This design comes from an exercise in tuning for small area on the open sky130 flow, not from production work.
Where RTL was checked, it was by simulation tests only, not by an equivalence proof against the original.
Power is estimated from default activity; no workload was simulated.

Design crc_frame_validator, start of the top module:
module crc_frame_validator (
    input  wire        clk,
    input  wire        rst,         
    input  wire [7:0]  my_addr,     
    input  wire        reg_valid,   
    input  wire [7:0]  reg_id,
    input  wire [1:0]  reg_sel,
    input  wire        start,       
    input  wire        rx_valid,    
    input  wire [7:0]  rx_data,
    input  wire        rx_timeout,  
    output wire        tx_valid,
    output wire [7:0]  tx_data,
    input  wire        tx_ready,
    input  wire        cs_valid,    
    input  wire [31:0] cs_enc,
    input  wire        cs_limit,
    output wire [2:0]  ctl_state,
    output wire [1:0]  boot_err,
    output wire        outcome,
    output wire        rx_res_valid,
    output wire [1:0]  rx_result,
    output wire [47:0] rx_frame,
    output wire [31:0] goal
);
For scale: ~2,400 cells after synthesis, about 730 flip-flops, ~0.032 mm² of cells after synthesis.
==> flow/config.mk <==
export PLATFORM = sky130hd
export DESIGN_NAME = crc_frame_validator
export DESIGN_NICKNAME = crc_frame_validator
export VERILOG_FILES = /design/flow/design.v
export SDC_FILE = /design/flow/constraint.sdc
export NUM_CORES = 4
export LEC_CHECK = 0
export CAP_MARGIN = 0
export CORE_MARGIN = 2
export CORE_UTILIZATION = 60
export CTS_BUF_LIST = sky130_fd_sc_hd__clkbuf_8
export CTS_CLUSTER_SIZE = 40
export PLACE_DENSITY = 0.75
export SLEW_MARGIN = 0
==> flow/constraint.sdc <==
create_clock -name core_clock -period 12.0 [get_ports {clk}]
set_input_delay 2.4000 -clock core_clock [delete_from_list [all_inputs] [get_ports {clk}]]
set_output_delay 2.4000 -clock core_clock [all_outputs]
set_load 0.01 [all_outputs]
run.sh (not shown) runs the stock make flow with config.mk's settings and CLKGATE_MAP_FILE= SYNTH_SCRIPT=/design/flow/synth_recipe.tcl, a recipe that flattens the netlist after the stock synthesis.
The baseline finished clean.
Change:
Settings changed: CAP_MARGIN 0 to 20, CORE_UTILIZATION 60 to 40, CTS_BUF_LIST sky130_fd_sc_hd__clkbuf_8 to unset, CTS_CLUSTER_SIZE 40 to unset, PLACE_DENSITY 0.75 to 0.6, SLEW_MARGIN 0 to 20.
Outcome:
- total power rises by 5.8%
- wire length climbs by 2.0%
- core utilization is lower by 22 points
- critical path depth falls by 1
- die area went up by 49%
Function was not checked in any run of this note: the RTL went through the layout flow alone.

## run 1
crc_frame_validator, a different RTL version from the one above (not shown whole).
Size in the first run: about 2,100 cells after synthesis, ~730 flip-flops, about 170 I/O pins.
Settings: LEC_CHECK=0, CAP_MARGIN=10, CORE_MARGIN=2, CORE_UTILIZATION=60, PLACE_DENSITY=0.75, SLEW_MARGIN=10; clock period 12.0 ns.
standard.sh (not shown) runs the stock make flow with config.mk's settings and CLKGATE_MAP_FILE= SYNTH_SCRIPT=/design/flow/synth_recipe.tcl, a recipe that flattens the netlist after the stock synthesis.
==> flow/flow/run.sh <==
#!/bin/bash
# The standard layout (bash standard.sh, which runs the standard flow's own synthesis
# unchanged), with two options changed:
#  - port buffers are the smallest buffer cell (buf_1) instead of
#    clkdlybuf4s50_1;
#  - the clock tree uses clkbuf_8 in sink clusters of up to 18 and no
#    dummy loads.
# make's full output goes to flow.log; each ORFS step logs under orfs/logs/.
set -euo pipefail
export BUFFER_PORTS_ARGS="-buffer_cell sky130_fd_sc_hd__buf_1"
export CTS_ARGS="-sink_clustering_enable -repair_clock_nets -buf_list sky130_fd_sc_hd__clkbuf_8 -sink_clustering_size 18 -sink_clustering_max_diameter 60 -dont_use_dummy_load"
bash standard.sh > flow.log 2>&1
## Diff of input files: run 2 against run 1
# run 1
export LEC_CHECK = 0
export CAP_MARGIN = 10
export CORE_MARGIN = 2
export CORE_UTILIZATION = 60
export PLACE_DENSITY = 0.75
export SLEW_MARGIN = 10
create_clock -name core_clock -period 12.0 [get_ports {clk}]
# run 2
export LEC_CHECK = 0
export CAP_MARGIN = 0
export CORE_MARGIN = 2
export CORE_UTILIZATION = 60
export CTS_BUF_LIST = sky130_fd_sc_hd__clkbuf_8
export CTS_CLUSTER_SIZE = 40
export PLACE_DENSITY = 0.75
export SLEW_MARGIN = 0
create_clock -name core_clock -period 12.0 [get_ports {clk}]
==> flow/run.sh (new file) <==
#!/bin/bash
# synth_recipe.tcl (not shown) runs the flow's synth.tcl, then flattens the netlist and writes it again
# the make line also repeats each setting of config.mk as NAME=value (left out here)
make -C /OpenROAD-flow-scripts/flow DESIGN_CONFIG=/design/flow/config.mk WORK_HOME=/design/flow/orfs CLKGATE_MAP_FILE= SYNTH_SCRIPT=/design/flow/synth_recipe.tcl finish
removed: flow/flow/run.sh
removed: flow/standard.sh
Notes after the runs:
STATUS run=run 2 STAGES=ALL_DONE FINAL_CHECKS=FAILED CAUSE=capacitance limit
The final layout from run 1, which completed every stage, passed the timing, design-rule and antenna checks at the end of the flow.
Looking at worst-path cell with the longest stage delay, the sky130_fd_sc_hd__a2111oi_0 result is from run 1; the sky130_fd_sc_hd__a211oi_1 one comes from run 2.
Run 2 against run 1: number of top-level design ports did not really move, total power went up, sequential share of layout area went down.
Input-level comparison between run 3 and run 2:
# run 2
export LEC_CHECK = 0
export CAP_MARGIN = 0
export CORE_MARGIN = 2
export CORE_UTILIZATION = 60
export CTS_BUF_LIST = sky130_fd_sc_hd__clkbuf_8
export CTS_CLUSTER_SIZE = 40
export PLACE_DENSITY = 0.75
export SLEW_MARGIN = 0
create_clock -name core_clock -period 12.0 [get_ports {clk}]
# run 3
export LEC_CHECK = 0
export CAP_MARGIN = 0
export CORE_MARGIN = 2
export CORE_UTILIZATION = 60
export CTS_BUF_LIST = sky130_fd_sc_hd__clkbuf_8
export CTS_CLUSTER_DIAMETER = 60
export CTS_CLUSTER_SIZE = 16
export PLACE_DENSITY = 0.75
export SLEW_MARGIN = 0
create_clock -name core_clock -period 12.0 [get_ports {clk}]
Findings:
- Run 2 and run 3: no clean run
- Run 3: all stages done; final checks FAILED (capacitance limit).
- Status run 2: flow complete, layout not clean - capacitance limit
- Run 3 -> run 2: die area flat
- Run 3 -> run 2: area fraction in compound gates after synthesis delta 0, exact match
- Looking at sequential share of layout area, run 3 sits above run 2.
- Summary of run 3 over run 2: worst setup slack shows an increase of 0.19 ns, cell depth of the worst flop-to-flop path shows a reduction of 1, power density normalized to cell area shows a reduction of 9.2%.

Starting RTL as in the previous note.
Settings: LEC_CHECK=0, CAP_MARGIN=15, CORE_MARGIN=2, CORE_UTILIZATION=60, CTS_BUF_LIST=sky130_fd_sc_hd__clkbuf_8, CTS_CLUSTER_DIAMETER=60, CTS_CLUSTER_SIZE=14, PLACE_DENSITY=0.75, SLEW_MARGIN=15; clock period 12.0 ns.
run.sh (not shown) runs the stock make flow with config.mk's settings and CLKGATE_MAP_FILE= SYNTH_SCRIPT=/design/flow/synth_recipe.tcl, a recipe that flattens the netlist after the stock synthesis.
Stock flow here: none of the scripts above is used.
The starting point finished clean.
Next try:
==> flow/flow/run.sh (new file) <==
#!/bin/bash
# The standard layout (bash standard.sh, which runs the standard flow's own synthesis
# unchanged), with two options changed:
#  - port buffers are the smallest buffer cell (buf_1) instead of
#    clkdlybuf4s50_1;
#  - the clock tree uses clkbuf_16 in sink clusters of up to 30 and no
#    dummy loads.
# make's full output goes to flow.log; each ORFS step logs under orfs/logs/.
set -euo pipefail
export BUFFER_PORTS_ARGS="-buffer_cell sky130_fd_sc_hd__buf_1"
export CTS_ARGS="-sink_clustering_enable -repair_clock_nets -buf_list sky130_fd_sc_hd__clkbuf_16 -sink_clustering_size 30 -sink_clustering_max_diameter 80 -dont_use_dummy_load"
bash standard.sh > flow.log 2>&1
==> flow/standard.sh (new file) <==
#!/bin/bash
# synth_recipe.tcl (not shown) runs the flow's synth.tcl, then flattens the netlist and writes it again
# the make line also repeats each setting of config.mk as NAME=value (left out here)
make -C /OpenROAD-flow-scripts/flow DESIGN_CONFIG=/design/flow/config.mk WORK_HOME=/design/flow/orfs CLKGATE_MAP_FILE= SYNTH_SCRIPT=/design/flow/synth_recipe.tcl "${@:-finish}"
--- a/flow/config.mk
+++ b/flow/config.mk
@@ -11,3 +10,0 @@
-export CTS_BUF_LIST = sky130_fd_sc_hd__clkbuf_8
-export CTS_CLUSTER_DIAMETER = 60
-export CTS_CLUSTER_SIZE = 14
removed: flow/run.sh
Result:
- wire length grows by 1.1%
- utilization goes down by 2.4 points
- cell area falls by 3.5%
- die area is unchanged
- worst hold slack loses 4.7 ps
- area after synthesis is unchanged
- non-clock buffer count fell by 1
- power shrinks by 1.8%
- sequential power hardly moves
- clock-buffer cell count is lower by 29
Next try:
--- a/flow/flow/run.sh
+++ b/flow/flow/run.sh
@@ -6 +6 @@
-#  - the clock tree uses clkbuf_16 in sink clusters of up to 30 and no
+#  - the clock tree uses clkbuf_8 in sink clusters of up to 18 and no
@@ -11 +11 @@
-export CTS_ARGS="-sink_clustering_enable -repair_clock_nets -buf_list sky130_fd_sc_hd__clkbuf_16 -sink_clustering_size 30 -sink_clustering_max_diameter 80 -dont_use_dummy_load"
+export CTS_ARGS="-sink_clustering_enable -repair_clock_nets -buf_list sky130_fd_sc_hd__clkbuf_8 -sink_clustering_size 18 -sink_clustering_max_diameter 60 -dont_use_dummy_load"
Effect: Global-route usage barely changes. Count of clock-buffer cells in the layout is higher by 17. Non-clock buffer count is unchanged. Hold slack barely changes. Core utilization is lower by 0.28 points. Routed wire length is lower by 0.66%. Maximum frequency is higher by 1.5%. Sequential power is about the same.

before:
Starting RTL as in the previous note.
Settings: LEC_CHECK=0, CAP_MARGIN=15, CORE_MARGIN=2, CORE_UTILIZATION=60, PLACE_DENSITY=0.75, SLEW_MARGIN=15; clock period 12.0 ns.
standard.sh (not shown) runs the stock make flow with config.mk's settings and CLKGATE_MAP_FILE= SYNTH_SCRIPT=/design/flow/synth_recipe.tcl, a recipe that flattens the netlist after the stock synthesis.
==> flow/flow/run.sh <==
#!/bin/bash
# The standard layout (bash standard.sh, which runs the standard flow's own synthesis
# unchanged), with two options changed:
#  - port buffers are the smallest buffer cell (buf_1) instead of
#    clkdlybuf4s50_1;
#  - the clock tree uses clkbuf_8 in sink clusters of up to 14 and no
#    dummy loads.
# make's full output goes to flow.log; each ORFS step logs under orfs/logs/.
set -euo pipefail
export BUFFER_PORTS_ARGS="-buffer_cell sky130_fd_sc_hd__buf_1"
export CTS_ARGS="-sink_clustering_enable -repair_clock_nets -buf_list sky130_fd_sc_hd__clkbuf_8 -sink_clustering_size 14 -sink_clustering_max_diameter 60 -dont_use_dummy_load"
bash standard.sh > flow.log 2>&1
before: no failed stages, no open violations at the end
Setup changes, before to after
--- a/flow/flow/run.sh
+++ b/flow/flow/run.sh
@@ -3 +3 @@
-# unchanged), with two options changed:
+# unchanged), with three options changed:
@@ -7 +7,3 @@
-#    dummy loads.
+#    dummy loads;
+#  - after global routing, gates on paths with slack are downsized
+#    (ORFS's power recovery, RECOVER_POWER) to recover area.
@@ -11,0 +14 @@
+export RECOVER_POWER=100
Notes after the runs:
- after finished all stages; however, its layout fails the closing checks, the failures being max-capacitance violations, max-slew violations.
- When the final numbers for before and after were put side by side, the count of buffer and inverter cells on the critical path turned out to be smaller in after.
- Diff before..after | total number of vias | negligible
- The run with more setup slack is before; after has less.
- The number of max-capacitance violations reported of after is higher than that of before.
- In the tables for before and after, number of iterations in the first detailed-routing pass reads lower with before.
- Share of the clock period used by the worst path, before and after: lower on before

==> re-timing with driven ports <==
How much do the figures lean on ideal ports? The routed layouts below were timed once more, with nothing changed but the port constraints.
Step 1 (the two cells are an assumption about what drives the block):
set clk [get_ports {clk}]
set_driving_cell -lib_cell sky130_fd_sc_hd__clkbuf_16 $clk
set_driving_cell -lib_cell sky130_fd_sc_hd__buf_2 [delete_from_list [all_inputs] $clk]
Step 2 times the ports against the registers' clock, not the clock port: input delays grow and output delays shrink by t, the midpoint of the rising clock arrivals with the driver on.
Three values: ideal ports, drivers, drivers and shift; two values: the first two.
run	shift t [ns]	slack for setup (ns)	hold slack, ns	worst setup path after step 2	pins driven straight from the clock port
the first run of note 1	0.799	2.902 / 2.930 / 2.130	0.460 / 0.460 / 0.460	input to register	1
the second run of note 1	0.697	2.907 / 2.937 / 2.240	0.454 / 0.454 / 0.454	input to register	1
run 1	0.722	2.991 / 2.981 / 2.260	0.492 / 0.492 / 0.492	input to register	1
run 2	0.782	2.550 / 2.572 / 1.791	0.482 / 0.482 / 0.482	input to register	1
run 3	0.791	2.737 / 2.766 / 1.975	0.492 / 0.492 / 0.492	input to register	1
the first run of note 3	0.821	2.885 / 2.895 / 2.075	0.495 / 0.495 / 0.495	input to register	1
the second run of note 3	0.639	2.898 / 2.892 / 2.254	0.490 / 0.490 / 0.490	input to register	1
the third run of note 3	0.740	3.033 / 3.027 / 2.287	0.490 / 0.490 / 0.490	input to register	1
before	0.759	2.950 / 2.943 / 2.184	0.491 / 0.491 / 0.491	input to register	1
after	0.760	1.278 / 1.278 / 0.584	0.490 / 0.490 / 0.490	input to register	1
The setup slack of the first run of note 3, which loses most, moves by +0.010 ns with the drivers and by -0.810 ns with both steps.
